Background: an optimization exercise with open tools, aiming at small area. Do not read the settings as production practice.
RTL that was checked went through simulation tests only; none was proved equivalent to the original.
For run 1, only the layout was checked, not whether the RTL still works.
Power figures rest on the tool's default switching activity, not on a simulated workload.

==> flow/flow/run.sh <==
#!/bin/bash
# Layout: the standard flow (standard.sh, unchanged synthesis, floorplan,
# power grid and tap cells) with two layout choices of our own:
#  - ports are buffered with the smallest buffer (buf_1) instead of the
#    resizer's default choice;
#  - clock tree built from clkbuf_4/clkbuf_8, without dummy loads.
# All tool output goes to logs in this folder (make.log, and ORFS's own
# per-step logs under orfs/logs/).
set -euo pipefail
export BUFFER_PORTS_ARGS="-buffer_cell sky130_fd_sc_hd__buf_1"
export CTS_ARGS="-sink_clustering_enable -repair_clock_nets -dont_use_dummy_load -buf_list {sky130_fd_sc_hd__clkbuf_4 sky130_fd_sc_hd__clkbuf_8} -root_buf sky130_fd_sc_hd__clkbuf_8"
bash standard.sh \
    "BUFFER_PORTS_ARGS=$BUFFER_PORTS_ARGS" \
    "CTS_ARGS=$CTS_ARGS" \
    finish > make.log 2>&1
==> flow/standard.sh <==
#!/bin/bash
# synth_recipe.tcl (not shown) runs the flow's synth.tcl, then flattens the netlist and writes it again
# the make line also repeats each setting of config.mk as NAME=value (left out here)
make -C /OpenROAD-flow-scripts/flow DESIGN_CONFIG=/design/flow/config.mk WORK_HOME=/design/flow/orfs CLKGATE_MAP_FILE= SYNTH_SCRIPT=/design/flow/synth_recipe.tcl "${@:-finish}"
==> flow/config.mk <==
export PLATFORM = sky130hd
export DESIGN_NAME = modbus_requester
export DESIGN_NICKNAME = modbus_requester
export VERILOG_FILES = /design/flow/design.v
export SDC_FILE = /design/flow/constraint.sdc
export NUM_CORES = 4
export LEC_CHECK = 0
export CAP_MARGIN = 20
export CORE_MARGIN = 2
export CORE_UTILIZATION = 40
export PLACE_DENSITY = 0.6
export SLEW_MARGIN = 20
==> flow/constraint.sdc <==
create_clock -name core_clock -period 10.0 [get_ports {clk}]
set_input_delay 2.0000 -clock core_clock [delete_from_list [all_inputs] [get_ports {clk}]]
set_output_delay 2.0000 -clock core_clock [all_outputs]
set_load 0.01 [all_outputs]
==> flow/design.v <==
module modbus_requester (
    input  wire         clk,
    input  wire         rst,           
    input  wire         cmd_valid,
    output wire         cmd_ready,
    input  wire [1:0]   cmd_kind,      
    input  wire [7:0]   cmd_addr,
    input  wire [7:0]   cmd_reg,
    input  wire [15:0]  cmd_count,     
    input  wire [207:0] cmd_values,    
    output wire         tx_valid,
    output wire [7:0]   tx_data,
    output wire         tx_last,
    input  wire         tx_ready,
    input  wire         rx_valid,
    input  wire [7:0]   rx_data,
    output wire         rx_ready,
    input  wire         rx_done,       
    output wire         res_valid,
    input  wire         res_ready,
    output wire [3:0]   res_status,
    output wire [1:0]   res_kind,
    output wire [7:0]   res_addr,
    output wire [3:0]   res_reg,
    output wire [3:0]   res_nregs,
    output wire [3:0]   res_nvals,
    output wire [207:0] res_values
);
    localparam [3:0] ST_OK        = 4'd0,
                     ST_CRC       = 4'd2,
                     ST_LENGTH    = 4'd3,
                     ST_ECHO      = 4'd4,
                     ST_SHORT     = 4'd5,
                     ST_SPAN      = 4'd6,
                     ST_BAD_ADDR  = 4'd7,
                     ST_BAD_REG   = 4'd8,
                     ST_BAD_COUNT = 4'd9,
                     ST_BAD_SPAN  = 4'd10;
    function [15:0] crc16_byte;
        input [15:0] crc;
        input [7:0]  data;
        integer i;
        reg [15:0] c;
        begin
            c = crc ^ {8'h00, data};
            for (i = 0; i < 8; i = i + 1)
                c = c[0] ? ((c >> 1) ^ 16'hA001) : (c >> 1);
            crc16_byte = c;
        end
    endfunction
    reg         s_idle, s_tx, s_rx, s_rot, s_res;
    reg [1:0]   kind;
    reg [7:0]   addr;
    reg [3:0]   creg;         
    reg [3:0]   ccnt;         
    reg [5:0]   idx;          
    reg [15:0]  crc;
    reg [3:0]   status;
    reg         over_q;       
    reg         nvbad;        
    reg         rxr;          
    reg         sh_q;         
    reg         hd_q;         
    reg [207:0] v_r;          
    wire [7:0] vb0 = v_r[7:0];
    wire [7:0] vb1 = v_r[15:8];
    wire rd = (kind == 2'd0);
    wire sw = kind[0];
    wire mw = kind[1];
    wire       c_sw     = (cmd_kind == 2'd1);
    wire       c_n_hi   = !c_sw && (cmd_count[15:4] != 12'd0);
    wire [3:0] c_n_lo   = c_sw ? 4'd1 : cmd_count[3:0];
    wire [4:0] c_end    = {1'b0, cmd_reg[3:0]} + {1'b0, c_n_lo};
    wire [3:0] c_stat   = (cmd_addr == 8'd0)                             ? ST_BAD_ADDR  :
                          (cmd_reg[7:4] != 4'd0 || cmd_reg[3:0] > 4'd12) ? ST_BAD_REG   :
                          (!c_n_hi && c_n_lo == 4'd0)                    ? ST_BAD_COUNT :
                          (c_n_hi || c_end > 5'd13)                      ? ST_BAD_SPAN  : ST_OK;
    wire [4:0] np2       = {1'b0, ccnt} + 5'd2;
    wire [5:0] exp_len   = rd ? {np2, 1'b1} : 6'd8;              
    wire       tx_crc_lo = mw ? (idx == 6'd33) : (idx == 6'd6);
    wire       tx_last_i = mw ? (idx == 6'd34) : (idx == 6'd7);
    wire       tx_body   = !tx_crc_lo && !tx_last_i;
    wire       mw_vreg   = mw && idx >= 6'd7 && idx <= 6'd32;
    wire       val_step  = mw_vreg || (sw && (idx == 6'd4 || idx == 6'd5));
    wire       hi_step   = idx[0] ^ sw;
    wire [5:0] ip1   = idx + 6'd1;
    wire [3:0] kk    = ip1[4:1] + 4'd12;          
    wire [3:0] r     = sw ? creg : creg + kk;
    wire cls_a = (r == 4'd0) || (r == 4'd1);      
    wire cls_b = (r == 4'd6) || (r == 4'd9);      
    wire cls_c = (r == 4'd10);                    
    wire [15:0] v_front = {vb0, vb1};
    wire over = (cls_a && v_front > 16'd5000) ||
                (cls_b && v_front > 16'd1) ||
                (cls_c && v_front > 16'd5);
    wire silent = mw_vreg && !(kk < ccnt);
    wire over_now = hi_step ? over : over_q;
    wire [7:0] lim_hi = cls_a ? 8'h13 : 8'h00;
    wire [7:0] lim_lo = cls_a ? 8'h88 : cls_b ? 8'h01 : 8'h05;
    wire [7:0] lim    = hi_step ? lim_hi : lim_lo;
    wire [7:0] rot_byte = (s_tx && over_now) ? lim : vb0;
    reg [7:0] hdr;
    always @(*) begin
        case (idx[2:0])
            3'd0: hdr = addr;
            3'd1: hdr = {3'b000, mw, 1'b0, sw, rd | sw, rd};
            3'd2: hdr = (s_rx && rd) ? {3'b000, ccnt, 1'b0} : 8'h00;
            3'd3: hdr = {4'h0, creg};
            3'd4: hdr = 8'h00;
            3'd5: hdr = {4'h0, ccnt};
            3'd6: hdr = {3'b000, ccnt, 1'b0};
            default: hdr = 8'h00;
        endcase
    end
    assign cmd_ready = s_idle;
    assign tx_valid  = s_tx && !sh_q && !silent;
    assign tx_data   = val_step  ? rot_byte :
                       tx_body   ? hdr : crc[7:0];
    assign tx_last   = tx_last_i;
    assign rx_ready  = rxr;
    wire [7:0]  crc_in = s_rx ? rx_data : tx_data;
    wire [15:0] crc_nx = crc16_byte(crc, crc_in);
    wire mism = (rx_data != hdr);
    wire [4:0] span5 = {1'b0, rx_data[3:0]} + {1'b0, creg};
    reg  [3:0] err;
    always @(*) begin
        err = ST_OK;
        case (idx)
            6'd0, 6'd1: if (mism) err = ST_ECHO;
            6'd2: if (mism) err = rd ? ST_LENGTH : ST_SPAN;
            6'd3: if (!rd && (rx_data > 8'd12)) err = ST_SPAN;
            6'd4: if (mw && mism) err = ST_SPAN;
            6'd5: if (mw && (rx_data[7:4] != 4'd0 || span5 > 5'd13)) err = ST_SPAN;
            default: ;
        endcase
    end
    wire m_lt2 = (idx[5:1] == 5'd0);
    wire m_lt4 = (idx[5:2] == 4'd0);
    wire m_lt8 = (idx[5:3] == 3'd0);
    wire crc_bad = (crc != 16'h0000);
    wire [3:0] d_stat =
        rd ? ((idx != exp_len) ? ST_LENGTH : crc_bad ? ST_CRC : status) :
        m_lt2 ? ST_SHORT : crc_bad ? ST_CRC : m_lt4 ? ST_SHORT :
        (status == ST_ECHO) ? ST_ECHO : m_lt8 ? ST_SHORT : status;
    wire rx_end = (idx == exp_len) || (rx_done && !rx_valid);
    wire rx_sh = !mw && idx >= 6'd3 && (rd ? (idx < {np2, 1'b1} - 6'd2) : (idx < 6'd7));
    wire [7:0]   sh_in = s_rx ? rx_data : rot_byte;
    wire [207:0] v_nb  = {sh_in, v_r[207:8]};
    wire [207:0] v_ld;
    genvar g;
    generate
        for (g = 0; g < 13; g = g + 1) begin : g_val
            assign v_ld[16*g +: 8]   = cmd_values[16*g+8 +: 8];
            assign v_ld[16*g+8 +: 8] = cmd_values[16*g   +: 8];
            assign res_values[16*g +: 16] = {v_r[16*g +: 8], v_r[16*g+8 +: 8]};
        end
    endgenerate
    always @(posedge clk)
        v_r <= ({208{s_idle}} & v_ld) | ({208{sh_q}} & v_nb) | ({208{hd_q}} & v_r);
    assign res_valid  = s_res;
    assign res_status = status;
    assign res_kind   = kind;
    assign res_addr   = addr;
    assign res_reg    = creg;
    assign res_nregs  = ccnt;
    assign res_nvals  = (mw && nvbad) ? 4'd0 : ccnt;
    reg n_idle, n_tx, n_rx, n_rot, n_res, n_sh, n_rxr;
    always @(*) begin
        n_idle = s_idle; n_tx = s_tx; n_rx = s_rx; n_rot = s_rot; n_res = s_res;
        n_sh   = 1'b0;
        n_rxr  = 1'b0;
        if (s_idle) begin
            if (cmd_valid) begin
                n_idle = 1'b0;
                if (c_stat != ST_OK) n_res = 1'b1;
                else                 n_tx  = 1'b1;
            end
        end
        if (s_tx) begin
            if (!sh_q && silent)
                n_sh = 1'b1;
            else if (!sh_q && tx_ready) begin
                if (val_step)
                    n_sh = 1'b1;
                else if (tx_last) begin
                    n_tx = 1'b0;
                    n_rx = 1'b1;
                end
            end
        end
        if (s_rx) begin
            if (rxr) begin
            end else if (rx_valid && idx != exp_len) begin
                n_rxr = 1'b1;
                n_sh  = rx_sh;
            end else if (rx_end) begin
                n_rx  = 1'b0;
                n_rot = !mw;
                n_res = mw;
                n_sh  = !mw && (idx != 6'd31);
            end
        end
        if (s_rot) begin
            if (sh_q)
                n_sh = (idx != 6'd30);
            else begin
                n_rot = 1'b0;
                n_res = 1'b1;
            end
        end
        if (s_res) begin
            if (res_ready) begin
                n_res  = 1'b0;
                n_idle = 1'b1;
            end
        end
        if (rst) begin
            n_idle = 1'b1; n_tx = 1'b0; n_rx = 1'b0; n_rot = 1'b0; n_res = 1'b0;
            n_sh = 1'b0; n_rxr = 1'b0;
        end
    end
    always @(posedge clk) begin
        s_idle <= n_idle;
        s_tx   <= n_tx;
        s_rx   <= n_rx;
        s_rot  <= n_rot;
        s_res  <= n_res;
        sh_q   <= n_sh;
        rxr    <= n_rxr;
        hd_q   <= !n_idle && !n_sh;
    end
    always @(posedge clk) begin
        if (s_idle) begin
            kind   <= cmd_kind;
            addr   <= cmd_addr;
            creg   <= cmd_reg[3:0];
            ccnt   <= c_n_lo;
            idx    <= 6'd0;
            crc    <= 16'hFFFF;
            status <= c_stat;
            nvbad  <= 1'b0;
        end
        if (s_tx) begin
            if (sh_q)
                idx <= idx + 6'd1;
            else if (tx_ready && !silent) begin
                crc <= crc_nx;
                if (val_step && hi_step)
                    over_q <= over;
                if (tx_last) begin
                    idx <= 6'd0;
                    crc <= 16'hFFFF;
                end else if (!val_step)
                    idx <= idx + 6'd1;
            end
        end
        if (s_rx) begin
            if (rxr) begin
                crc <= crc_nx;
                idx <= idx + 6'd1;
                if (status == ST_OK)
                    status <= err;
                if (idx >= 6'd2 && idx <= 6'd5 && mism)
                    nvbad <= 1'b1;
                if (idx == 6'd3 && !rd)
                    creg <= rx_data[3:0];
                if (idx == 6'd5 && mw)
                    ccnt <= rx_data[3:0];
            end else if (rx_end) begin
                status <= d_stat;
            end
        end
        if (s_rot && sh_q)
            idx <= idx + 6'd1;
    end
endmodule
==> results of run 1 <==
==> power groups by stage <==
stage	clock network [W]	logic (W)	registers, W
after global placement	0	0.000497	0.00131
after detailed placement	0	0.000503	0.00132
final	0.000812	0.000506	0.00130
after global routing	0.000882	0.000552	0.00131
after floorplan	0	0.000262	0.00131
after CTS	0.000839	0.000505	0.00129
==> path summary, 6_finish.rpt <==
kind,from,end,slack [ns]
min,v_r[92],v_r[84],0.49
max reg2reg,idx[2],crc[15],3.61
max,idx[2],tx_data[4],2.49
min reg2reg,v_r[92],v_r[84],0.49
==> area by class of cell <==
cell class	instances	area (um^2)
sequential	262	5410
clock buffer	47	647
inverter	225	845
tap	402	503
fill	3169	16000
antenna	4	10.0
multi-input combinational	808	6070
timing repair buffer	514	1980
==> kinds of logic (layout without fill, tap and decap cells) <==
logic type / count (synthesis) / in the layout / share of synthesized area (%)
buffers and inverters: 337 / 786 / 10.2
adder cells (fa/ha/maj): 32 / 32 / 3.29
flip-flops: 262 / 262 / 42.3
AO/OA/AOI/OAI: 439 / 439 / 27.8
XOR/XNOR: 51 / 51 / 4.48
AND/OR/NAND/NOR: 261 / 261 / 9.91
other: 0 / 4 / 0
multiplexers: 25 / 25 / 2.07
==> tightest hold or removal path, cell delays in order, from the launching register on <==
cell and delay [ns]:
sky130_fd_sc_hd__dfxtp_1 0.36, sky130_fd_sc_hd__a222oi_1 0.11, sky130_fd_sc_hd__inv_1 0.05
==> routing by layer <==
metal  up-vias  part of all wire, %  track usage (%)
met5         -                0.099                0
met4         8                  3.6             11.2
li1       6192                    -                -
met1      6570                   39             37.5
met3       118                  9.8             8.02
met2       722                   47             48.2
==> per-stage QoR <==
step           instance area, um^2  hold WS (ns)
2_1_floorplan                12800         0.461
3_3_place_gp                 14800         0.473
3_5_place_dp                 14800         0.478
4_1_cts                      15400         0.492
5_1_grt                      15500         0.529
6_report                     15500         0.491
==> registers in the layout, indices dropped and copies added (netlist names) <==
register,count
rxr,1
status,4
kind,2
s_tx,1
s_rot,1
s_idle,1
nvbad,1
over_q,1
hd_q,1
ccnt,4
crc,16
v_r,208
sh_q,1
s_res,1
creg,4
idx,6
addr,8
s_rx,1
==> placed cells by master (no fill, tap or decap), drive strengths merged, types with 28 or more instances in the layout <==
cell type,instances
a21oi,67
inv,223
ha,28
dfxtp,247
o21ai,71
a222oi,210
nand2,61
nor2,80
buf,514
clkbuf,47
==> results.rst, run 1 <==
.. list-table::
   :header-rows: 1

   * - Metric
     - Value
   * - Cells on worst reg2reg path
     - 17
   * - Number of rows created at floorplan
     - 65
   * - Post-detail-place hpwl
     - 39.5 mm
   * - Root Buffer
     - sky130_fd_sc_hd__clkbuf_8
   * - Number of buffer and inverter instances along the worst setup path
     - 3
   * - Post-route insts no fill
     - 2262
   * - Instance count along the most critical hold path
     - 2
   * - Maximum count of clock buffers along a single path
     - 3
   * - Minimum clock period after layout
     - 7.51 ns
   * - Ports
     - 504
   * - Transition time of the tightest slew-check pin
     - 1.08 ns
   * - Sequential-to-total area share from yosys stat
     - 42.3%
   * - Proportion of power drawn by the clock network
     - 31.0%
   * - Yosys top cell area share
     - 38.7%
   * - Max capacitance violation total
     - 0
   * - Startpoint types
     - flop
   * - Clock input transition at the sequential cells of the worst setup and hold paths
     - 0.05 ns
   * - Number of cells on the critical path
     - 13
   * - Result of the run
     - finished clean
   * - Remaining max-slew budget at the tightest pin
     - 28.2%
   * - Crit path required time
     - 8.00 ns
   * - Final routed wirelength across all metal layers
     - 52.6 mm
   * - Synthesized instance count
     - 1407
   * - Maximum clock frequency
     - 0.133 GHz
   * - TritonCTS Buffers
     - 47
   * - Slew Viols, Final
     - 0
   * - Switching component of the power
     - 0.000841 W
   * - Part of the total power dissipated in sequential elements
     - 49.6%
   * - Total grt overflow
     - 0
   * - Number of sinks handled by clock tree synthesis
     - 262
   * - Most instantiated cells after synthesis
     - sky130_fd_sc_hd__dfxtp_1 (247), sky130_fd_sc_hd__inv_1 (223), sky130_fd_sc_hd__a222oi_1 (210)
   * - Count of vias placed by the detailed router
     - 13600
   * - Critical Setup Path Class
     - flop to primary output
   * - Maximum fanout along the worst path
     - 24
   * - Final setup fails
     - 0
   * - Number of DRC violations after detailed-routing iteration 0
     - 2098
   * - Cell type with the largest total area after synthesis
     - sky130_fd_sc_hd__dfxtp_1
   * - Min setup slack post-route
     - 2.49 ns
   * - Final worst path period share
     - 75.1%
   * - Total power density per cell area
     - 169 nW/um^2
   * - Post-CTS sizing
     - 0
   * - Placer's final routability congestion estimate
     - 0.947
   * - Post-layout nets
     - 2146
   * - Sw Share
     - 32.1%
   * - Count of input and output buffers
     - 503
   * - DRC
     - 0
   * - Die Ht
     - 183 um
   * - Sum of negative setup slack
     - 0 ns
   * - Die Span X
     - 183 um
   * - Clock latency on the worst-skew pair
     - 0.56 ns
   * - Most used DFF post-synth
     - sky130_fd_sc_hd__dfxtp_1
   * - Initial standard-cell utilization of the core
     - 40.6%
   * - Synth area leaders
     - sky130_fd_sc_hd__dfxtp_1 (39%), sky130_fd_sc_hd__a222oi_1 (16%), sky130_fd_sc_hd__inv_1 (6.6%)
   * - Kind of cell adding the most delay to the critical path
     - compound AO/OA/AOI/OAI gates
   * - Setup Fix Bufs, Post-CTS
     - 0
   * - Hold violation count in the final report
     - 0
   * - Netlist cell types
     - 82
   * - Vias in the first global route
     - 12400
   * - Ordered cell list for the critical path
     - clkinv_1, ha_1, inv_1, fa_1, xnor2_2, xnor3_1, o31ai_1, and2_1, nor2b_1, mux2i_2, a2111oi_2, nor2_1, buf_1
   * - Final clock skew
     - 0.0554 ns
   * - Register bit total from synthesis
     - 262
   * - Vias/cell
     - 6.02
   * - Synth warn
     - 1
   * - Crit path max-delay cell type
     - sky130_fd_sc_hd__dfxtp_1
   * - Post-Synthesis Cell Area
     - 12800 um^2
   * - Average cell area after synthesis
     - 9.07 um^2
   * - Fraction of final layout cells sized beyond drive strength 1
     - 4.63%
   * - Net count after synthesis
     - 1695
   * - Number of buffers inserted for hold repair after clock tree synthesis
     - 0
   * - Layout Utilization
     - 49.1%
   * - Placeable core region
     - 31500 um^2
   * - Maximum vdd ir drop
     - 0.000106 V
   * - Number of cells after detailed placement
     - 2211
   * - # H-tree levels
     - 2
   * - Average wire length per cell after detail routing
     - 23.3 um
   * - Drt pass-1 iters
     - 13
   * - Floorplan die area
     - 33400 um^2
   * - P_leak
     - 6.73 nW
   * - Synth async-reset ratio
     - 0%
   * - Number of enable flip-flop cells after synthesis
     - 15
   * - Setup repair after global routing missed its margin
     - false
   * - Initial antenna violation count
     - 7
   * - Synthesis-to-finish area growth
     - 21.1%
   * - Most frequently used cell type in the post-synthesis netlist
     - sky130_fd_sc_hd__dfxtp_1
   * - Global-route wire length before repair
     - 75.9 mm
   * - Worst Hold Class
     - flop to flop
   * - Largest net degree at the start of global routing
     - 114
   * - Critical path capture point type
     - primary output
   * - CTS tree
     - yes
   * - Worst setup slack before clock tree synthesis
     - 3.18 ns
   * - Residual antenna-violating net count after detailed routing
     - 0
   * - Gate power share
     - 19.3%
   * - Biggest cell delay along the critical path
     - 0.88 ns
   * - Critical path data arrival time
     - 5.51 ns
   * - Int Pwr
     - 0.00178 W
   * - Total design power
     - 0.00262 W
   * - Total routing resource utilization after global routing
     - 29.6%
==> run 2: changes to the inputs <==
--- a/flow/design.v
+++ b/flow/design.v
@@ -76,11 +76,11 @@
                           (!c_n_hi && c_n_lo == 4'd0)                    ? ST_BAD_COUNT :
                           (c_n_hi || c_end > 5'd13)                      ? ST_BAD_SPAN  : ST_OK;
-    wire [4:0] np2       = {1'b0, ccnt} + 5'd2;
-    wire [5:0] exp_len   = rd ? {np2, 1'b1} : 6'd8;              
-    wire       tx_crc_lo = mw ? (idx == 6'd33) : (idx == 6'd6);
-    wire       tx_last_i = mw ? (idx == 6'd34) : (idx == 6'd7);
-    wire       tx_body   = !tx_crc_lo && !tx_last_i;
-    wire       mw_vreg   = mw && idx >= 6'd7 && idx <= 6'd32;
-    wire       val_step  = mw_vreg || (sw && (idx == 6'd4 || idx == 6'd5));
+    wire [5:0] n2p5      = {1'b0, ccnt, 1'b1} + 6'd4;             
+    wire [5:0] exp_len   = rd ? n2p5 : 6'd8;
+    wire [5:0] crc_pos   = mw ? n2p5 + 6'd2 : 6'd6;              
+    wire       tx_body   = (idx < crc_pos);
+    wire       tx_crc_lo = (idx == crc_pos);
+    wire       val_step  = (mw && idx >= 6'd7 && tx_body) ||
+                           (sw && (idx == 6'd4 || idx == 6'd5));
     wire       hi_step   = idx[0] ^ sw;
     wire [5:0] ip1   = idx + 6'd1;
@@ -94,5 +94,4 @@
                 (cls_b && v_front > 16'd1) ||
                 (cls_c && v_front > 16'd5);
-    wire silent = mw_vreg && !(kk < ccnt);
     wire over_now = hi_step ? over : over_q;
     wire [7:0] lim_hi = cls_a ? 8'h13 : 8'h00;
@@ -114,8 +113,9 @@
     end
     assign cmd_ready = s_idle;
-    assign tx_valid  = s_tx && !sh_q && !silent;
+    assign tx_valid  = s_tx && !sh_q;
     assign tx_data   = val_step  ? rot_byte :
-                       tx_body   ? hdr : crc[7:0];
-    assign tx_last   = tx_last_i;
+                       tx_body   ? hdr :
+                       tx_crc_lo ? crc[7:0] : crc[15:8];
+    assign tx_last   = !tx_body && !tx_crc_lo;
     assign rx_ready  = rxr;
     wire [7:0]  crc_in = s_rx ? rx_data : tx_data;
@@ -144,5 +144,5 @@
         (status == ST_ECHO) ? ST_ECHO : m_lt8 ? ST_SHORT : status;
     wire rx_end = (idx == exp_len) || (rx_done && !rx_valid);
-    wire rx_sh = !mw && idx >= 6'd3 && (rd ? (idx < {np2, 1'b1} - 6'd2) : (idx < 6'd7));
+    wire rx_sh = !mw && idx >= 6'd3 && idx < exp_len - 6'd2;    
     wire [7:0]   sh_in = s_rx ? rx_data : rot_byte;
     wire [207:0] v_nb  = {sh_in, v_r[207:8]};
@@ -178,7 +178,5 @@
         end
         if (s_tx) begin
-            if (!sh_q && silent)
-                n_sh = 1'b1;
-            else if (!sh_q && tx_ready) begin
+            if (!sh_q && tx_ready) begin
                 if (val_step)
                     n_sh = 1'b1;
@@ -196,7 +194,6 @@
             end else if (rx_end) begin
                 n_rx  = 1'b0;
-                n_rot = !mw;
-                n_res = mw;
-                n_sh  = !mw && (idx != 6'd31);
+                n_rot = 1'b1;
+                n_sh  = (n2p5 != 6'd31);
             end
         end
@@ -244,6 +241,7 @@
             if (sh_q)
                 idx <= idx + 6'd1;
-            else if (tx_ready && !silent) begin
-                crc <= crc_nx;
+            else if (tx_ready) begin
+                if (tx_body)
+                    crc <= crc_nx;
                 if (val_step && hi_step)
                     over_q <= over;
@@ -269,4 +267,5 @@
             end else if (rx_end) begin
                 status <= d_stat;
+                idx    <= n2p5;
             end
         end
==> flow/run.sh (new file) <==
#!/bin/bash
# synth_recipe.tcl (not shown) runs the flow's synth.tcl, then flattens the netlist and writes it again
# the make line also repeats each setting of config.mk as NAME=value (left out here)
make -C /OpenROAD-flow-scripts/flow DESIGN_CONFIG=/design/flow/config.mk WORK_HOME=/design/flow/orfs CLKGATE_MAP_FILE= SYNTH_SCRIPT=/design/flow/synth_recipe.tcl finish
removed: flow/flow/run.sh
removed: flow/standard.sh
==> results.rst, run 2 <==
.. list-table::
   :header-rows: 1

   * - Metric
     - Value
   * - Result of the run
     - finished clean (unchanged)
   * - Register with the highest flop count
     - v_r (unchanged)
   * - Cell type with the largest total area after synthesis
     - sky130_fd_sc_hd__dfxtp_1 (unchanged)
   * - Sum of negative setup slack
     - 0 ns (unchanged)
   * - Largest registers
     - v_r: 208 flops, crc: 16 flops, addr: 8 flops (unchanged)
   * - # H-tree levels
     - 1 (was 2)
   * - Min setup slack post-route
     - 2.07 ns (was 2.49 ns)
   * - Startpoint types
     - flop (unchanged)
   * - Final setup fails
     - 0 (unchanged)
   * - Post-Synthesis Cell Area
     - 12800 um^2 (about the same)
   * - Total routing resource utilization after global routing
     - 32.0% (was 29.6%)
   * - Maximum count of clock buffers along a single path
     - 3 (unchanged)
   * - Average wire length per cell after detail routing
     - 25.0 um (was 23.3 um)
   * - Synthesized instance count
     - 1393 (was 1407)
   * - Ports
     - 504 (unchanged)
   * - Post-Place Cell Area
     - 18000 um^2 (was 14800 um^2)
   * - Slew Viols, Final
     - 0 (unchanged)
   * - Total grt overflow
     - 0 (unchanged)
   * - Maximum vdd ir drop
     - 0.000150 V (was 0.000106 V)
   * - Die Ht
     - 183 um (about the same)
   * - Largest net degree at the start of global routing
     - 105 (was 114)
   * - Count of input and output buffers
     - 503 (unchanged)
   * - Multiplexer share of the synthesized area
     - 1.74% (was 2.07%)
   * - Number of enable flip-flop cells after synthesis
     - 15 (unchanged)
   * - Floorplan die area
     - 33500 um^2 (was 33400 um^2)
   * - Kind of cell adding the most delay to the critical path
     - adder cells (was compound AO/OA/AOI/OAI gates)
   * - TritonCTS Buffers
     - 29 (was 47)
   * - Post-detail-place hpwl
     - 42.7 mm (was 39.5 mm)
   * - Flip-flop count of the largest register, all copies and words added
     - 208 (unchanged)
   * - Net count after synthesis
     - 1690 (was 1695)
   * - Ordered cell list for the critical path
     - ha_1, ha_1, inv_1, ha_1, ha_1, inv_1, fa_1, or3b_1, mux2_2, a2111oi_1, o21ai_1, a31oi_1, nor2_1, mux2i_1, o21ai_0, clkdlybuf4s50_1 (was clkinv_1, ha_1, inv_1, fa_1, xnor2_2, xnor3_1, o31ai_1, and2_1, nor2b_1, mux2i_2, a2111oi_2, nor2_1, buf_1)
   * - Synth async-reset ratio
     - 0% (unchanged)
   * - Yosys top cell area share
     - 38.5% (was 38.7%)
   * - Root Buffer
     - sky130_fd_sc_hd__clkbuf_16 (was sky130_fd_sc_hd__clkbuf_8)
   * - Clock input transition at the sequential cells of the worst setup and hold paths
     - 0.06 ns (was 0.05 ns)
   * - Minimum clock period after layout
     - 7.93 ns (was 7.51 ns)
   * - Number of rows created at floorplan
     - 65 (unchanged)
   * - Most frequently used cell type in the post-synthesis netlist
     - sky130_fd_sc_hd__dfxtp_1 (unchanged)
   * - Synth warn
     - 1 (unchanged)
   * - Hold violation count in the final report
     - 0 (unchanged)
   * - Cells on worst reg2reg path
     - 19 (was 17)
   * - Final clock skew
     - 0.00774 ns (was 0.0554 ns)
   * - Placeable core region
     - 31600 um^2 (was 31500 um^2)
   * - Number of cells on the critical path
     - 16 (was 13)
   * - Max capacitance violation total
     - 0 (unchanged)
   * - DRC
     - 0 (unchanged)
   * - Residual antenna-violating net count after detailed routing
     - 0 (unchanged)
   * - Placer's final routability congestion estimate
     - 0.980 (was 0.947)
   * - Worst setup slack before clock tree synthesis
     - 2.81 ns (was 3.18 ns)
   * - Commonest non-fill, non-tap cell in the layout
     - sky130_fd_sc_hd__clkdlybuf4s50_1 (was sky130_fd_sc_hd__buf_1)
   * - Critical Setup Path Class
     - flop to primary output (unchanged)
   * - Transition time of the tightest slew-check pin
     - 1.15 ns (was 1.08 ns)
   * - Number of buffer and inverter instances along the worst setup path
     - 3 (unchanged)
   * - Final worst path period share
     - 79.3% (was 75.1%)
   * - Number of buffers inserted for hold repair after clock tree synthesis
     - 0 (unchanged)
   * - Maximum clock frequency
     - 0.126 GHz (was 0.133 GHz)
   * - Top cell by count, worst path
     - sky130_fd_sc_hd__ha_1
   * - Setup repair after global routing missed its margin
     - false (unchanged)
   * - Global-route wire length before repair
     - 81.9 mm (was 75.9 mm)
   * - Final routed wirelength across all metal layers
     - 56.5 mm (was 52.6 mm)
   * - Synth area leaders
     - sky130_fd_sc_hd__dfxtp_1 (39%), sky130_fd_sc_hd__a222oi_1 (16%), sky130_fd_sc_hd__inv_1 (6.8%) (was sky130_fd_sc_hd__dfxtp_1 (39%), sky130_fd_sc_hd__a222oi_1 (16%), sky130_fd_sc_hd__inv_1 (6.6%))
   * - Post-route cell area
     - 19000 um^2 (was 15500 um^2)
   * - Synthesis-to-finish area growth
     - 48.2% (was 21.1%)
   * - Maximum fanout along the worst path
     - 12 (was 24)
   * - Combinational family with the most area after synthesis
     - compound AO/OA/AOI/OAI gates (unchanged)
   * - Setup Fix Bufs, Post-CTS
     - 0 (unchanged)
   * - P_leak
     - 8.22 nW (was 6.73 nW)
   * - Number of sinks handled by clock tree synthesis
     - 262 (unchanged)
   * - Clock latency on the worst-skew pair
     - 0.58 ns (was 0.56 ns)
   * - Post-CTS sizing
     - 0 (unchanged)
   * - Number of DRC violations after detailed-routing iteration 0
     - 2024 (was 2098)
   * - Adder and majority cell fraction of the synthesized area
     - 4.07% (was 3.29%)
   * - Sequential-to-total area share from yosys stat
     - 42.0% (was 42.3%)
   * - Most used DFF post-synth
     - sky130_fd_sc_hd__dfxtp_1 (unchanged)
   * - Crit path required time
     - 8.00 ns (about the same)
   * - Initial antenna violation count
     - 10 (was 7)
   * - Number of cells after detailed placement
     - 2198 (was 2211)
   * - Drt pass-1 iters
     - 13 (unchanged)
   * - Most instantiated cells after synthesis
     - sky130_fd_sc_hd__dfxtp_1 (247), sky130_fd_sc_hd__inv_1 (232), sky130_fd_sc_hd__a222oi_1 (204) (was sky130_fd_sc_hd__dfxtp_1 (247), sky130_fd_sc_hd__inv_1 (223), sky130_fd_sc_hd__a222oi_1 (210))
   * - Worst Hold Class
     - flop to flop (unchanged)
   * - Minimum setup slack among reg-to-reg paths
     - 3.77 ns (was 3.61 ns)
   * - Crit path max-delay cell type
     - sky130_fd_sc_hd__clkdlybuf4s50_1 (was sky130_fd_sc_hd__dfxtp_1)
   * - Instance count along the most critical hold path
     - 2 (unchanged)
   * - Total power density per cell area
     - 165 nW/um^2 (was 169 nW/um^2)
   * - Die Span X
     - 183 um (about the same)
   * - Vias in the first global route
     - 12800 (was 12400)
   * - CTS tree
     - yes (unchanged)
   * - Post-route insts no fill
     - 2255 (was 2262)
   * - Compound-gate portion of the synthesized area
     - 28.8% (was 27.8%)
   * - Biggest cell delay along the critical path
     - 0.61 ns (was 0.88 ns)
   * - Vias/cell
     - 5.97 (was 6.02)
   * - Remaining max-slew budget at the tightest pin
     - 23.2% (was 28.2%)
   * - Initial standard-cell utilization of the core
     - 40.7% (was 40.6%)
   * - Average cell area after synthesis
     - 9.22 um^2 (was 9.07 um^2)
   * - Post-layout nets
     - 2124 (was 2146)
   * - Fraction of final layout cells sized beyond drive strength 1
     - 4.71% (was 4.63%)
   * - Critical path capture point type
     - primary output (unchanged)
   * - Fraction of synthesized cell area in xor and xnor cells
     - 4.00% (was 4.48%)
   * - Critical path data arrival time
     - 5.93 ns (was 5.51 ns)
   * - Register bit total from synthesis
     - 262 (unchanged)
   * - Count of vias placed by the detailed router
     - 13500 (was 13600)
   * - Fraction of the mapped netlist area in simple logic gates
     - 9.07% (was 9.91%)
   * - Most frequent cells in the layout
     - sky130_fd_sc_hd__clkdlybuf4s50_1 (503), sky130_fd_sc_hd__dfxtp_1 (244), sky130_fd_sc_hd__inv_1 (232) (was sky130_fd_sc_hd__buf_1 (503), sky130_fd_sc_hd__dfxtp_1 (244), sky130_fd_sc_hd__inv_1 (223))
   * - Netlist cell types
     - 82 (unchanged)
run 2: cell type report:
class                           instances  area, um^2
Tap cell                              402         503
Fill cell                            2764       12500
Inverter                              233         875
Antenna cell                            5        12.5
Multi-Input combinational cell        786        6120
Clock inverter                         14         141
Timing Repair Buffer                  515        5120
Clock buffer                           38         841
Sequential cell                       262        5410
run 2: worst paths after layout:
path / endpoint / startpoint
worst min-delay path: v_r[10] / v_r[18]
worst max register to register: crc[0] / idx[1]
worst max-delay path: tx_data[7] / idx[1]
worst min register to register: v_r[10] / v_r[18]
run 2: kinds of logic (layout without fill, tap and decap cells):
logic type                 after synthesis  count (layout)
and+or+nand+nor                        231             231
other                                    0               5
DFF                                    262             262
muxes                                   22              22
AOI/OAI and AO/OA                      442             442
buffers and inverters                  345             800
xor gates and xnor gates                51              51
adders and majority gates               40              40
run 2: metal layers:
metal	share of wire, %	global-route usage [%]	wire length (um)	up-vias
met5	0.099	0	56	-
met4	3.1	9.66	1760	8
met3	8.6	7.92	4840	105
met2	49	55.5	27800	607
met1	39	39.0	22000	6573
li1	-	-	-	6177
run 2: where the power goes:
part           switching [W]  total [W]  internal [W]
Sequential          0.000137    0.00130       0.00116
Combinational       0.000330   0.000736      0.000406
Clock               0.000468    0.00111      0.000643
Total               0.000935    0.00315       0.00221
run 2: through the flow:
stage | hold WS (ns) | utilization (%) | power [W]
CTS | 0.513 | 60.3 | 0.00316
detailed placement | 0.497 | 57.1 | 0.00205
finish | 0.512 | 60.3 | 0.00315
global route | 0.539 | 60.3 | 0.00327
floorplan | 0.490 | - | 0.00159
global placement | 0.486 | 57.1 | 0.00204
run 2: worst register-to-register path: cells and delay by family (launching register included):
family                   cells  cell delay (ns)
adder cells (fa/ha/maj)      5             1.53
flip-flops                   1             0.56
multiplexers                 1             0.28
buffers and inverters        2             0.15
XOR/XNOR                     3             1.22
AO/OA/AOI/OAI                6             1.71
AND/OR/NAND/NOR              2             0.73

## what the ideal ports hide
No port has a modelled driver above. Below, the same layouts with a new extraction and two added sets of constraints. Step 1 sets driving cells, clkbuf_16 on the clock port and buf_2 on the other inputs (assumed; they add their load-dependent delay and slew). Step 2, shift: input delay + t, output delay - t, t = (earliest + latest rising clock arrival at the registers) / 2. This alone moves slack from input paths to output paths. Three values: ideal ports, drivers, drivers and shift; two values: the first two.
run | t (ns) | slack for setup (ns) | worst setup path after step 2 | pins driven straight from the clock port
run 1 | 0.589 | 2.489 / 2.438 / 3.026 | register to output | 1
run 2 | 0.626 | 2.072 / 2.018 / 2.644 | register to output | 1
After both steps every run listed still meets setup and hold.
